Context: an optimization exercise on an open-source flow, tuned for small area, a short achievable clock period and few clock cycles per item. The choices shown serve that exercise and are no tape-out recipe. Function not checked in this run: the RTL went through the layout flow alone. No activity file was given, so power comes from the tool's default toggle rates.

`flow/run.sh`:
```
#!/bin/bash
# The standard layout (standard.sh), with plain buf_1 cells as the port buffers.
export BUFFER_PORTS_ARGS="-buffer_cell sky130_fd_sc_hd__buf_1"
bash standard.sh > standard_run.log 2>&1
```
`standard.sh`:
```
#!/bin/bash
# synth_recipe.tcl (not shown) runs the flow's synth.tcl, then flattens the netlist and writes it again
# the make line also repeats each setting of config.mk as NAME=value (left out here)
make -C /OpenROAD-flow-scripts/flow DESIGN_CONFIG=/design/flow/config.mk WORK_HOME=/design/flow/orfs CLKGATE_MAP_FILE= SYNTH_SCRIPT=/design/flow/synth_recipe.tcl "${@:-finish}"
```
`config.mk`:
```
export PLATFORM = sky130hd
export DESIGN_NAME = cnetz_rxdec
export DESIGN_NICKNAME = cnetz_rxdec
export VERILOG_FILES = /design/flow/design.v
export SDC_FILE = /design/flow/constraint.sdc
export NUM_CORES = 4
export LEC_CHECK = 0
export CAP_MARGIN = 20
export CORE_MARGIN = 2
export CORE_UTILIZATION = 40
export SLEW_MARGIN = 20
export SYNTH_HIERARCHICAL = 1
export SYNTH_MINIMUM_KEEP_SIZE = 0
```
`constraint.sdc`:
```
create_clock -name core_clock -period 10.0 [get_ports {clk}]
set_input_delay 2.0000 -clock core_clock [delete_from_list [all_inputs] [get_ports {clk}]]
set_output_delay 2.0000 -clock core_clock [all_outputs]
set_load 0.01 [all_outputs]
```
`design.v`:
```
module cnetz_bchdec (input wire [14:0] w, output wire [6:0] data, output wire [1:0] code);
    wire n1; cnetz_x2 u1 (.a(w[0]), .b(w[8]), .y(n1));
    wire n2; cnetz_x2 u2 (.a(w[5]), .b(w[14]), .y(n2));
    wire n3; cnetz_x2 u3 (.a(w[6]), .b(w[7]), .y(n3));
    wire n4; cnetz_x2 u4 (.a(w[9]), .b(w[10]), .y(n4));
    wire n5; cnetz_x2 u5 (.a(w[4]), .b(w[6]), .y(n5));
    wire n6; cnetz_x2 u6 (.a(w[1]), .b(w[13]), .y(n6));
    wire n7; cnetz_x2 u7 (.a(w[1]), .b(w[12]), .y(n7));
    wire n8; cnetz_x2 u8 (.a(w[3]), .b(w[5]), .y(n8));
    wire n9; cnetz_x2 u9 (.a(w[0]), .b(w[4]), .y(n9));
    wire n10; cnetz_x2 u10 (.a(w[2]), .b(w[11]), .y(n10));
    wire n11; cnetz_x2 u11 (.a(w[3]), .b(w[11]), .y(n11));
    wire n12; cnetz_x2 u12 (.a(n2), .b(n6), .y(n12));
    wire n13; cnetz_x2 u13 (.a(w[9]), .b(w[11]), .y(n13));
    wire n14; cnetz_x2 u14 (.a(w[10]), .b(w[13]), .y(n14));
    wire n15; cnetz_x2 u15 (.a(n4), .b(n5), .y(n15));
    wire n16; cnetz_x2 u16 (.a(n3), .b(n7), .y(n16));
    wire n17; cnetz_x2 u17 (.a(n2), .b(n9), .y(n17));
    wire n18; cnetz_x2 u18 (.a(n1), .b(n8), .y(n18));
    wire n19; cnetz_x2 u19 (.a(n1), .b(n13), .y(n19));
    wire n20; cnetz_x2 u20 (.a(n1), .b(n11), .y(n20));
    wire n21; cnetz_x2 u21 (.a(w[3]), .b(w[10]), .y(n21));
    wire n22; cnetz_x2 u22 (.a(n15), .b(n20), .y(n22));
    wire n23; cnetz_x2 u23 (.a(n14), .b(n18), .y(n23));
    wire n24; cnetz_x2 u24 (.a(w[4]), .b(w[7]), .y(n24));
    wire n25; cnetz_x2 u25 (.a(w[7]), .b(w[8]), .y(n25));
    wire n26; cnetz_x2 u26 (.a(w[5]), .b(w[8]), .y(n26));
    wire n27; cnetz_x2 u27 (.a(w[12]), .b(w[13]), .y(n27));
    wire n28; cnetz_x2 u28 (.a(w[2]), .b(w[6]), .y(n28));
    wire n29; cnetz_x2 u29 (.a(w[10]), .b(w[14]), .y(n29));
    wire n30; cnetz_x2 u30 (.a(w[0]), .b(w[14]), .y(n30));
    wire n31; cnetz_x2 u31 (.a(w[9]), .b(w[13]), .y(n31));
    wire n32; cnetz_x2 u32 (.a(n4), .b(n17), .y(n32));
    wire n33; cnetz_x2 u33 (.a(w[1]), .b(w[4]), .y(n33));
    wire n34; cnetz_x2 u34 (.a(w[12]), .b(w[14]), .y(n34));
    wire n35; cnetz_x2 u35 (.a(w[5]), .b(w[11]), .y(n35));
    wire n36; cnetz_x2 u36 (.a(w[2]), .b(w[8]), .y(n36));
    wire n37; cnetz_x2 u37 (.a(w[6]), .b(w[12]), .y(n37));
    wire n38; cnetz_x2 u38 (.a(w[2]), .b(w[9]), .y(n38));
    wire n39; cnetz_x2 u39 (.a(n28), .b(n30), .y(n39));
    wire n40; cnetz_x2 u40 (.a(n33), .b(n36), .y(n40));
    wire n41; cnetz_x2 u41 (.a(n3), .b(n10), .y(n41));
    wire n42; cnetz_x2 u42 (.a(n3), .b(n31), .y(n42));
    wire n43; cnetz_x2 u43 (.a(n4), .b(n7), .y(n43));
    wire n44; cnetz_x2 u44 (.a(n25), .b(n29), .y(n44));
    wire n45; cnetz_x2 u45 (.a(n9), .b(n27), .y(n45));
    wire n46; cnetz_x2 u46 (.a(n10), .b(n14), .y(n46));
    wire n47; cnetz_x2 u47 (.a(n17), .b(n41), .y(n47));
    wire n48; cnetz_x2 u48 (.a(n10), .b(n16), .y(n48));
    wire n49; cnetz_x2 u49 (.a(n11), .b(n34), .y(n49));
    wire n50; cnetz_x2 u50 (.a(n26), .b(n37), .y(n50));
    wire n51; cnetz_x2 u51 (.a(n8), .b(n38), .y(n51));
    wire n52; cnetz_x2 u52 (.a(n24), .b(n35), .y(n52));
    wire n53; cnetz_x2 u53 (.a(n16), .b(n18), .y(n53));
    wire n54; cnetz_x2 u54 (.a(n5), .b(n21), .y(n54));
    wire n55; cnetz_x2 u55 (.a(n12), .b(n19), .y(n55));
    wire n56; cnetz_x2 u56 (.a(n12), .b(n22), .y(n56));
    wire n57; cnetz_nand2 u57 (.a(n40), .b(n19), .y(n57));
    wire n58; cnetz_nor2 u58 (.a(n50), .b(n44), .y(n58));
    wire n59; cnetz_nand2 u59 (.a(n50), .b(n44), .y(n59));
    wire n60; cnetz_nor2 u60 (.a(n40), .b(n19), .y(n60));
    wire n61; cnetz_o22ai u61 (.a(n57), .b(n58), .c(n59), .d(n60), .y(n61));
    cnetz_x2 u62 (.a(w[8]), .b(n61), .y(data[0]));
    wire n63; cnetz_nand2 u63 (.a(n51), .b(n19), .y(n63));
    wire n64; cnetz_nor2 u64 (.a(n43), .b(n42), .y(n64));
    wire n65; cnetz_nand2 u65 (.a(n43), .b(n42), .y(n65));
    wire n66; cnetz_nor2 u66 (.a(n51), .b(n19), .y(n66));
    wire n67; cnetz_o22ai u67 (.a(n63), .b(n64), .c(n65), .d(n66), .y(n67));
    cnetz_x2 u68 (.a(w[9]), .b(n67), .y(data[1]));
    wire n69; cnetz_nand2 u69 (.a(n54), .b(n43), .y(n69));
    wire n70; cnetz_nor2 u70 (.a(n46), .b(n44), .y(n70));
    wire n71; cnetz_nand2 u71 (.a(n46), .b(n44), .y(n71));
    wire n72; cnetz_nor2 u72 (.a(n54), .b(n43), .y(n72));
    wire n73; cnetz_o22ai u73 (.a(n69), .b(n70), .c(n71), .d(n72), .y(n73));
    cnetz_x2 u74 (.a(w[10]), .b(n73), .y(data[2]));
    wire n75; cnetz_nand2 u75 (.a(n52), .b(n19), .y(n75));
    wire n76; cnetz_nor2 u76 (.a(n46), .b(n49), .y(n76));
    wire n77; cnetz_nand2 u77 (.a(n46), .b(n49), .y(n77));
    wire n78; cnetz_nor2 u78 (.a(n52), .b(n19), .y(n78));
    wire n79; cnetz_o22ai u79 (.a(n75), .b(n76), .c(n77), .d(n78), .y(n79));
    cnetz_x2 u80 (.a(w[11]), .b(n79), .y(data[3]));
    wire n81; cnetz_nand2 u81 (.a(n50), .b(n43), .y(n81));
    wire n82; cnetz_nor2 u82 (.a(n45), .b(n49), .y(n82));
    wire n83; cnetz_nand2 u83 (.a(n45), .b(n49), .y(n83));
    wire n84; cnetz_nor2 u84 (.a(n50), .b(n43), .y(n84));
    wire n85; cnetz_o22ai u85 (.a(n81), .b(n82), .c(n83), .d(n84), .y(n85));
    cnetz_x2 u86 (.a(w[12]), .b(n85), .y(data[4]));
    wire n87; cnetz_nand2 u87 (.a(n42), .b(n46), .y(n87));
    wire n88; cnetz_nor2 u88 (.a(n45), .b(n12), .y(n88));
    wire n89; cnetz_nand2 u89 (.a(n45), .b(n12), .y(n89));
    wire n90; cnetz_nor2 u90 (.a(n42), .b(n46), .y(n90));
    wire n91; cnetz_o22ai u91 (.a(n87), .b(n88), .c(n89), .d(n90), .y(n91));
    cnetz_x2 u92 (.a(w[13]), .b(n91), .y(data[5]));
    wire n93; cnetz_nand2 u93 (.a(n39), .b(n44), .y(n93));
    wire n94; cnetz_nor2 u94 (.a(n49), .b(n12), .y(n94));
    wire n95; cnetz_nand2 u95 (.a(n49), .b(n12), .y(n95));
    wire n96; cnetz_nor2 u96 (.a(n39), .b(n44), .y(n96));
    wire n97; cnetz_o22ai u97 (.a(n93), .b(n94), .c(n95), .d(n96), .y(n97));
    cnetz_x2 u98 (.a(w[14]), .b(n97), .y(data[6]));
    wire [3:0] kc;
    cnetz_cube u_cube (.p({n53, n55, n22, n47}), .k(kc));
    wire n99; cnetz_x2 u99 (.a(kc[0]), .b(n32), .y(n99));
    wire n100; cnetz_x2 u100 (.a(kc[1]), .b(n23), .y(n100));
    wire n101; cnetz_x2 u101 (.a(kc[2]), .b(n56), .y(n101));
    wire n102; cnetz_x2 u102 (.a(kc[3]), .b(n48), .y(n102));
    wire n103; cnetz_or4 u103 (.a(n47), .b(n22), .c(n55), .d(n53), .y(n103));
    wire n104; cnetz_or4 u104 (.a(n99), .b(n100), .c(n101), .d(n102), .y(n104));
    wire n105; cnetz_xn2 u105 (.a(n102), .b(n103), .y(n105));
    cnetz_or4 u106 (.a(n99), .b(n100), .c(n101), .d(n105), .y(code[1]));
    wire n107; cnetz_nand2 u107 (.a(n32), .b(kc[1]), .y(n107));
    wire n108; cnetz_nand2 u108 (.a(n23), .b(kc[0]), .y(n108));
    wire n109; cnetz_nand2 u109 (.a(n56), .b(kc[3]), .y(n109));
    wire n110; cnetz_nand2 u110 (.a(n48), .b(kc[2]), .y(n110));
    wire n111; cnetz_x2 u111 (.a(n107), .b(n108), .y(n111));
    wire n112; cnetz_x2 u112 (.a(n109), .b(n110), .y(n112));
    wire n113; cnetz_x2 u113 (.a(n111), .b(n112), .y(n113));
    wire n114; cnetz_mux2i u114 (.a(code[1]), .b(n113), .s(n103), .y(n114));
    cnetz_nand2 u115 (.a(n104), .b(n114), .y(code[0]));
endmodule
module cnetz_cube (input wire [3:0] p, output reg [3:0] k);
    always @* begin
        case (p)
            4'd0: k = 4'd8;
            4'd1: k = 4'd8;
            4'd2: k = 4'd7;
            4'd3: k = 4'd5;
            4'd4: k = 4'd6;
            4'd5: k = 4'd5;
            4'd6: k = 4'd5;
            4'd7: k = 4'd12;
            4'd8: k = 4'd8;
            4'd9: k = 4'd8;
            4'd10: k = 4'd6;
            4'd11: k = 4'd12;
            4'd12: k = 4'd12;
            4'd13: k = 4'd7;
            4'd14: k = 4'd6;
            4'd15: k = 4'd7;
        endcase
    end
endmodule
module cnetz_a2 (input wire a, input wire b, output wire y);
    assign y = a & b;
endmodule
module cnetz_a21o (input wire a, input wire b, input wire c, output wire y);
    assign y = (a & b) | c;
endmodule
module cnetz_maj (input wire a, input wire b, input wire c, output wire y);
    assign y = (a & b) | (a & c) | (b & c);
endmodule
module cnetz_mux2i (input wire a, input wire b, input wire s, output wire y);
    assign y = ~(s ? b : a);
endmodule
module cnetz_nand2 (input wire a, input wire b, output wire y);
    assign y = ~(a & b);
endmodule
module cnetz_nor2 (input wire a, input wire b, output wire y);
    assign y = ~(a | b);
endmodule
module cnetz_o22ai (input wire a, input wire b, input wire c, input wire d, output wire y);
    assign y = ~((a | b) & (c | d));
endmodule
module cnetz_or2 (input wire a, input wire b, output wire y);
    assign y = a | b;
endmodule
module cnetz_or4 (input wire a, input wire b, input wire c, input wire d, output wire y);
    assign y = a | b | c | d;
endmodule
module cnetz_x2 (input wire a, input wire b, output wire y);
    assign y = a ^ b;
endmodule
module cnetz_xn2 (input wire a, input wire b, output wire y);
    assign y = ~(a ^ b);
endmodule
module cnetz_rxdec (
    input  wire         clk,
    input  wire         rst,           
    input  wire         in_valid,
    output wire         in_ready,
    input  wire [149:0] in_frame,
    output reg          out_valid,
    input  wire         out_ready,
    output reg  [2:0]   out_stat,      
    output wire [63:0]  out_payload,
    output wire [5:0]   out_pad,
    output wire [19:0]  out_eflags,    
    output wire [4:0]   out_errcnt
);
    localparam [2:0] ST_OK        = 3'd1;
    localparam [2:0] ST_CORRECTED = 3'd2;
    localparam [2:0] ST_UNCORR    = 3'd3;
    localparam [2:0] ST_IDLE      = 3'd4;
    wire [14:0] word [0:9];
    wire [6:0]  data [0:9];
    wire [1:0]  code [0:9];
    genvar g, c;
    generate
        for (g = 0; g < 10; g = g + 1) begin : lane
            for (c = 0; c < 15; c = c + 1) begin : bitmap
                assign word[g][14-c] = in_frame[149 - (10*c + g)];
            end
            cnetz_bchdec u_dec (
                .w    (word[g]),
                .data (data[g]),
                .code (code[g])
            );
        end
    endgenerate
    reg [69:0] info_r;       
    reg [19:0] code_r;       
    cnetz_or2 u_in_ready (.a(!out_valid), .b(out_ready), .y(in_ready));
    wire load = !out_valid || out_ready;
    always @(posedge clk) begin
        if (rst)
            out_valid <= 1'b0;
        else if (load)
            out_valid <= in_valid;
    end
    always @(posedge clk) begin
        if (load) begin
            info_r <= {data[0], data[1], data[2], data[3], data[4],
                       data[5], data[6], data[7], data[8], data[9]};
            code_r <= {code[9], code[8], code[7], code[6], code[5],
                       code[4], code[3], code[2], code[1], code[0]};
        end
    end
    assign out_payload = info_r[69:6];
    assign out_pad     = info_r[5:0];
    assign out_eflags  = code_r;
    wire [9:0] c_lo, c_hi;
    generate
        for (g = 0; g < 10; g = g + 1) begin : split
            assign c_lo[g] = code_r[2*g];
            assign c_hi[g] = code_r[2*g+1];
        end
    endgenerate
    cnetz_ecsum u_errcnt (.a(c_lo), .b(c_hi), .o(out_errcnt));
    wire any_fail = |(c_lo & c_hi);
    wire idle     = (&out_payload) || !(|out_payload);
    always @* begin
        if (any_fail)
            out_stat = ST_UNCORR;
        else if (idle)
            out_stat = ST_IDLE;
        else if (!(|code_r))
            out_stat = ST_OK;
        else
            out_stat = ST_CORRECTED;
    end
endmodule
module cnetz_ecsum (input wire [9:0] a, input wire [9:0] b, output wire [4:0] o);
    wire e1; cnetz_x2 ue1 (.a(a[0]), .b(a[1]), .y(e1));
    wire e2; cnetz_x2 ue2 (.a(b[0]), .b(b[1]), .y(e2));
    wire e3; cnetz_a21o ue3 (.a(a[0]), .b(a[1]), .c(e2), .y(e3));
    wire e4; cnetz_a2 ue4 (.a(b[0]), .b(b[1]), .y(e4));
    wire e5; cnetz_x2 ue5 (.a(a[2]), .b(a[3]), .y(e5));
    wire e6; cnetz_x2 ue6 (.a(b[2]), .b(b[3]), .y(e6));
    wire e7; cnetz_a21o ue7 (.a(a[2]), .b(a[3]), .c(e6), .y(e7));
    wire e8; cnetz_a2 ue8 (.a(b[2]), .b(b[3]), .y(e8));
    wire e9; cnetz_x2 ue9 (.a(a[4]), .b(a[5]), .y(e9));
    wire e10; cnetz_x2 ue10 (.a(b[4]), .b(b[5]), .y(e10));
    wire e11; cnetz_a21o ue11 (.a(a[4]), .b(a[5]), .c(e10), .y(e11));
    wire e12; cnetz_a2 ue12 (.a(b[4]), .b(b[5]), .y(e12));
    wire e13; cnetz_x2 ue13 (.a(a[6]), .b(a[7]), .y(e13));
    wire e14; cnetz_x2 ue14 (.a(b[6]), .b(b[7]), .y(e14));
    wire e15; cnetz_a21o ue15 (.a(a[6]), .b(a[7]), .c(e14), .y(e15));
    wire e16; cnetz_a2 ue16 (.a(b[6]), .b(b[7]), .y(e16));
    wire e17; cnetz_x2 ue17 (.a(a[8]), .b(a[9]), .y(e17));
    wire e18; cnetz_x2 ue18 (.a(b[8]), .b(b[9]), .y(e18));
    wire e19; cnetz_a21o ue19 (.a(a[8]), .b(a[9]), .c(e18), .y(e19));
    wire e20; cnetz_a2 ue20 (.a(b[8]), .b(b[9]), .y(e20));
    wire e21; cnetz_x2 ue21 (.a(e1), .b(e5), .y(e21));
    wire e22; cnetz_x2 ue22 (.a(e21), .b(e9), .y(e22));
    wire e23; cnetz_maj ue23 (.a(e1), .b(e5), .c(e9), .y(e23));
    wire e24; cnetz_x2 ue24 (.a(e13), .b(e17), .y(e24));
    cnetz_x2 ue25 (.a(e24), .b(e22), .y(o[0]));
    wire e26; cnetz_maj ue26 (.a(e13), .b(e17), .c(e22), .y(e26));
    wire e27; cnetz_x2 ue27 (.a(e3), .b(e7), .y(e27));
    wire e28; cnetz_x2 ue28 (.a(e27), .b(e11), .y(e28));
    wire e29; cnetz_maj ue29 (.a(e3), .b(e7), .c(e11), .y(e29));
    wire e30; cnetz_x2 ue30 (.a(e15), .b(e19), .y(e30));
    wire e31; cnetz_x2 ue31 (.a(e30), .b(e23), .y(e31));
    wire e32; cnetz_maj ue32 (.a(e15), .b(e19), .c(e23), .y(e32));
    wire e33; cnetz_x2 ue33 (.a(e28), .b(e31), .y(e33));
    cnetz_x2 ue34 (.a(e33), .b(e26), .y(o[1]));
    wire e35; cnetz_maj ue35 (.a(e28), .b(e31), .c(e26), .y(e35));
    wire e36; cnetz_x2 ue36 (.a(e4), .b(e8), .y(e36));
    wire e37; cnetz_x2 ue37 (.a(e36), .b(e12), .y(e37));
    wire e38; cnetz_maj ue38 (.a(e4), .b(e8), .c(e12), .y(e38));
    wire e39; cnetz_x2 ue39 (.a(e16), .b(e20), .y(e39));
    wire e40; cnetz_x2 ue40 (.a(e39), .b(e37), .y(e40));
    wire e41; cnetz_maj ue41 (.a(e16), .b(e20), .c(e37), .y(e41));
    wire e42; cnetz_x2 ue42 (.a(e29), .b(e40), .y(e42));
    wire e43; cnetz_x2 ue43 (.a(e42), .b(e32), .y(e43));
    wire e44; cnetz_maj ue44 (.a(e29), .b(e40), .c(e32), .y(e44));
    cnetz_x2 ue45 (.a(e43), .b(e35), .y(o[2]));
    wire e46; cnetz_a2 ue46 (.a(e43), .b(e35), .y(e46));
    wire e47; cnetz_x2 ue47 (.a(e38), .b(e41), .y(e47));
    wire e48; cnetz_x2 ue48 (.a(e47), .b(e44), .y(e48));
    wire e49; cnetz_maj ue49 (.a(e38), .b(e41), .c(e44), .y(e49));
    cnetz_x2 ue50 (.a(e48), .b(e46), .y(o[3]));
    wire e51; cnetz_a2 ue51 (.a(e48), .b(e46), .y(e51));
    cnetz_x2 ue52 (.a(e49), .b(e51), .y(o[4]));
    wire e53; cnetz_a2 ue53 (.a(e49), .b(e51), .y(e53));
endmodule
```
==> notes.md <==
placed cells by master (no fill, tap or decap), types with 2 or more instances in the layout:
master / n
nor4_1: 24
o21ai_0: 10
buf_4: 3
buf_1: 253
edfxtp_1: 90
nor2b_1: 10
nand3_1: 11
clkbuf_1: 2
a21o_1: 5
and2_1: 7
nor2_1: 151
ha_1: 30
a221o_1: 10
or4_1: 30
a221oi_1: 2
o22ai_1: 70
xnor2_1: 10
inv_1: 32
bufinv_16: 2
a22o_1: 2
nand2_1: 192
maj3_2: 9
nand4_1: 20
clkbuf_16: 9
xor2_1: 731
mux2i_1: 50
modules after synthesis (local to each module, per instance), excerpt:
| module | flip-flops and latches | cell area, µm² |
|---|---|---|
| cnetz_mux2i | 0 | 10.01 |
| cnetz_or4 | 0 | 7.507 |
| cnetz_a2 | 0 | 6.256 |
| cnetz_o22ai | 0 | 6.256 |
| cnetz_xn2 | 0 | 8.758 |
| cnetz_a21o | 0 | 7.507 |
| cnetz_x2 | 0 | 8.758 |
| cnetz_rxdec | 91 | 3159 |
| cnetz_nor2 | 0 | 3.754 |
| cnetz_maj | 0 | 11.26 |
| cnetz_or2 | 0 | 6.256 |
| cnetz_cube | 0 | 123.9 |
| cnetz_nand2 | 0 | 3.754 |
stage by stage:
stage | hold slack, ns | setup WS (ns) | power [µW] | cells | utilization, %
after floorplan | 2.069 | 5.288 | 2922 | 1518 | -
after global placement | 0.9795 | 4.645 | 3590 | 2206 | 44.98
after detailed placement | 1.006 | 4.480 | 3647 | 2206 | 44.98
after CTS | 1.017 | 4.863 | 4045 | 2222 | 45.94
after global routing | 1.047 | 4.516 | 4402 | 2222 | 45.94
final | 0.9652 | 4.831 | 4018 | 2222 | 45.94
flip-flops by register name, summed over array words and instances (netlist names):
name	cells
out_valid	1
info_r	70
code_r	20
kinds of logic (layout without fill, tap and decap cells):
| kind of cell | Yosys count | after routing | synth area share, % |
|---|---|---|---|
| xor+xnor | 741 | 741 | 49.62 |
| buf+inv | 42 | 304 | 1.301 |
| fa+ha+maj | 39 | 39 | 3.645 |
| flops | 91 | 91 | 20.82 |
| mux | 50 | 50 | 3.827 |
| simple gates | 452 | 452 | 15.44 |
| compound gates | 103 | 103 | 5.348 |
worst min path at each step:
stage                     startpoint   endpoint  slack (ns)  depth (start not counted)
after floorplan                  rst  out_valid        2.07                          1
after global placement     out_valid  out_valid        0.98                          2
after detailed placement   out_valid  out_valid        1.01                          2
after CTS                  out_valid  out_valid        1.02                          2
after global routing       out_valid  out_valid        1.05                          2
final                      out_valid  out_valid        0.97                          2
per-layer routing:
layer  wire length [µm]  vias to the layer above
li1                   -                     5584
met1              16430                     5059
met2              15970                      255
met3               1715                       28
met4                485                        0
met5                  0                        -
cell type report:
cell class                      instances  area (µm²)
Fill cell                            3231       17500
Multi-Input combinational cell       1385       10190
Sequential cell                        91        2723
Timing Repair Buffer                  256       972.2
Tap cell                              442       553.0
Clock buffer                           11       232.7
Inverter                               32       120.1
Clock inverter                          5       77.57
critical path, cell delays in order:
cell and delay, ns:
buf_1 0.34, xor2_1 0.38, xor2_1 0.47, xor2_1 0.49, mux2i_1 0.20, a221o_1 0.41
xor2_1 0.17, xnor2_1 0.14, or4_1 0.48, mux2i_1 0.14, nand2_1 0.06
power by group through the flow:
stage / Combinational [µW] / Sequential (µW) / Clock [µW]
after detailed placement: 2780 / 865 / 0
after global routing: 3120 / 877 / 407
final: 2780 / 860 / 380
after global placement: 2720 / 867 / 0
after floorplan: 2080 / 840 / 0
after CTS: 2790 / 859 / 396
==> results_dict.tcl <==
set metrics [dict create \
    drive_gt1_share_pct 1.742 \
    detail_route.wirelength_um 34600 \
    overflow 0 \
    die_y_um 184.8 \
    grt.total_usage_pct 19.96 \
    netlist_area_um2 13080 \
    ys_ff_latch 91 \
    drt_first_pass_iters 5 \
    antenna_cells 0 \
    cp.arrival_ns 5.29 \
    power.density_nw_per_um2 270.2 \
    start_kind "input pin" \
    cts_num_sinks 91 \
    vias 10930 \
    cts_hold_buffers 0 \
    port_buffers 253 \
    rrSetupSlack_ns 8.10 \
    grt_pass1_wl_um 53900 \
    met2_usage_pct 33.39 \
    p_clk_share_pct 9.5 \
    pwr-share-comb_pct 69.1 \
    period_needed_ns 5.169 \
    status "timing/DRC/antenna clean" \
    cp-endpoint "code_r[16]" \
    required_ns 10.12 \
    die_width_um 184.8 \
    slew_violations 0 \
    synth_top_area_share_pct 48.95 \
    yosys.cell_count.top_type "xor2_1" \
    ys.flop_type "edfxtp_1" \
    critPathMaxFanout 7 \
    swShare_pct 50.40 \
    finalCritPeriodShare_pct 51.69 \
    gp_congestion 0.8726 \
    p_seq_share_pct 21.4 \
    drc 0 \
    core.rowCount 66 \
    min-delay-path-class "flip-flop to flip-flop" \
    r2r-start "out_valid" \
    grt_use_met3_pct 3.185 \
    place.detailed.hpwl_um 28450 \
    cts_resized 0 \
    placed_area_um2 14560 \
    antenna_found_initial 0 \
    grt_util_met1_pct 26.86 \
    fin_setup_tns_ns 0 \
    syn-num-nets 1702 \
    worstReg2RegEnd "info_r[38]" \
    grt_pass1_vias 10360 \
    post-route-cell-area_um2 14870 \
    coreArea_um2 32370 \
    start_util_pct 40.40 \
    avgViaCountPerCell 4.917 \
    grt_max_degree 54 \
    intPower_uw 1993 \
    async_reset_ff_share_pct 0 \
    synth_commonest_cells "731 x xor2_1, 192 x nand2_1, 151 x nor2_1, 90 x edfxtp_1, 70 x o22ai_1" \
    syn_avg_cell_area_um2 8.616 \
    synth_seq_area_share_pct 20.82 \
    endpoint_kind "flip-flop" \
    cts.clk_slew.worst_paths_ns 0.07 \
    setup_viol 0 \
    cts_setup_buffers 0 \
    netlist-cell-type-count 34 \
    clkLatencyLatePin_ns 0.37 \
    fmax_mhz 193.5 \
    p_leak_uw 0.006336 \
    root_buffer "clkbuf_16" \
    htreeDepth 3 \
    synth_area_leaders "xor2_1 49%, edfxtp_1 21%, nand2_1 5.5%" \
    antenna_left 0 \
    cts_buffers 9 \
    slew_headroom_pct 43.01 \
    nets 1959 \
    worst_pin_slew_ns 0.8470 \
    synth_top_cell_by_area "xor2_1" \
    cp-startpoint "in_frame[81]" \
    cts_tree "yes" \
    dieArea_um2 34160 \
    switchingPower_uw 2025 \
    synth_cells 1518 \
    path_class "input pin to flip-flop" \
    synth_warnings 8 \
    grt_busiest_layer "met2" \
    clock_path_buffers 2 \
    max_cap_violations 0 \
    synth_enable_flop_cells 90 \
    routedWlPerCell_um 15.57 \
    reg2reg_depth 2 \
    hold_violations 0 \
    final.setup_skew_ns 0.01102 \
    rsz0062_at_grt "false" \
    ir_drop_v 0.0004922 \
    drtIter0Drc 497 \
    syn2layout_area_growth_pct 13.71 \
    pin_count 254 \
]

[afterwards: timing with drivers on the ports]
The flow's constraints put no driver on any port. The routed layout listed below was extracted and timed again, unchanged, in two steps.
Step 1: set_driving_cell puts a clkbuf_16 on clk and a buf_2 on each other input, an assumption about the parent block.
Step 2 adds t to the input delays and takes it off the output delays; t is the mean of the earliest and latest rising clock arrival at the registers after step 1. Input paths then give back, and output paths get back, about the clock's delay inside the block.
Three values: no drivers, after step 1, after step 2; two values: the first two.
t (ns): 0.404
setup slack, ns: 4.831 / 4.845 / 4.441
hold WS [ns]: 0.965 / 0.965 / 0.965
worst data-port slew with drivers (ns): 0.07
cell pins on the clock port's net: 1
After both steps setup and hold are still met in this run. The setup slack of this run moves by +0.014 ns with the drivers and by -0.390 ns with both steps.
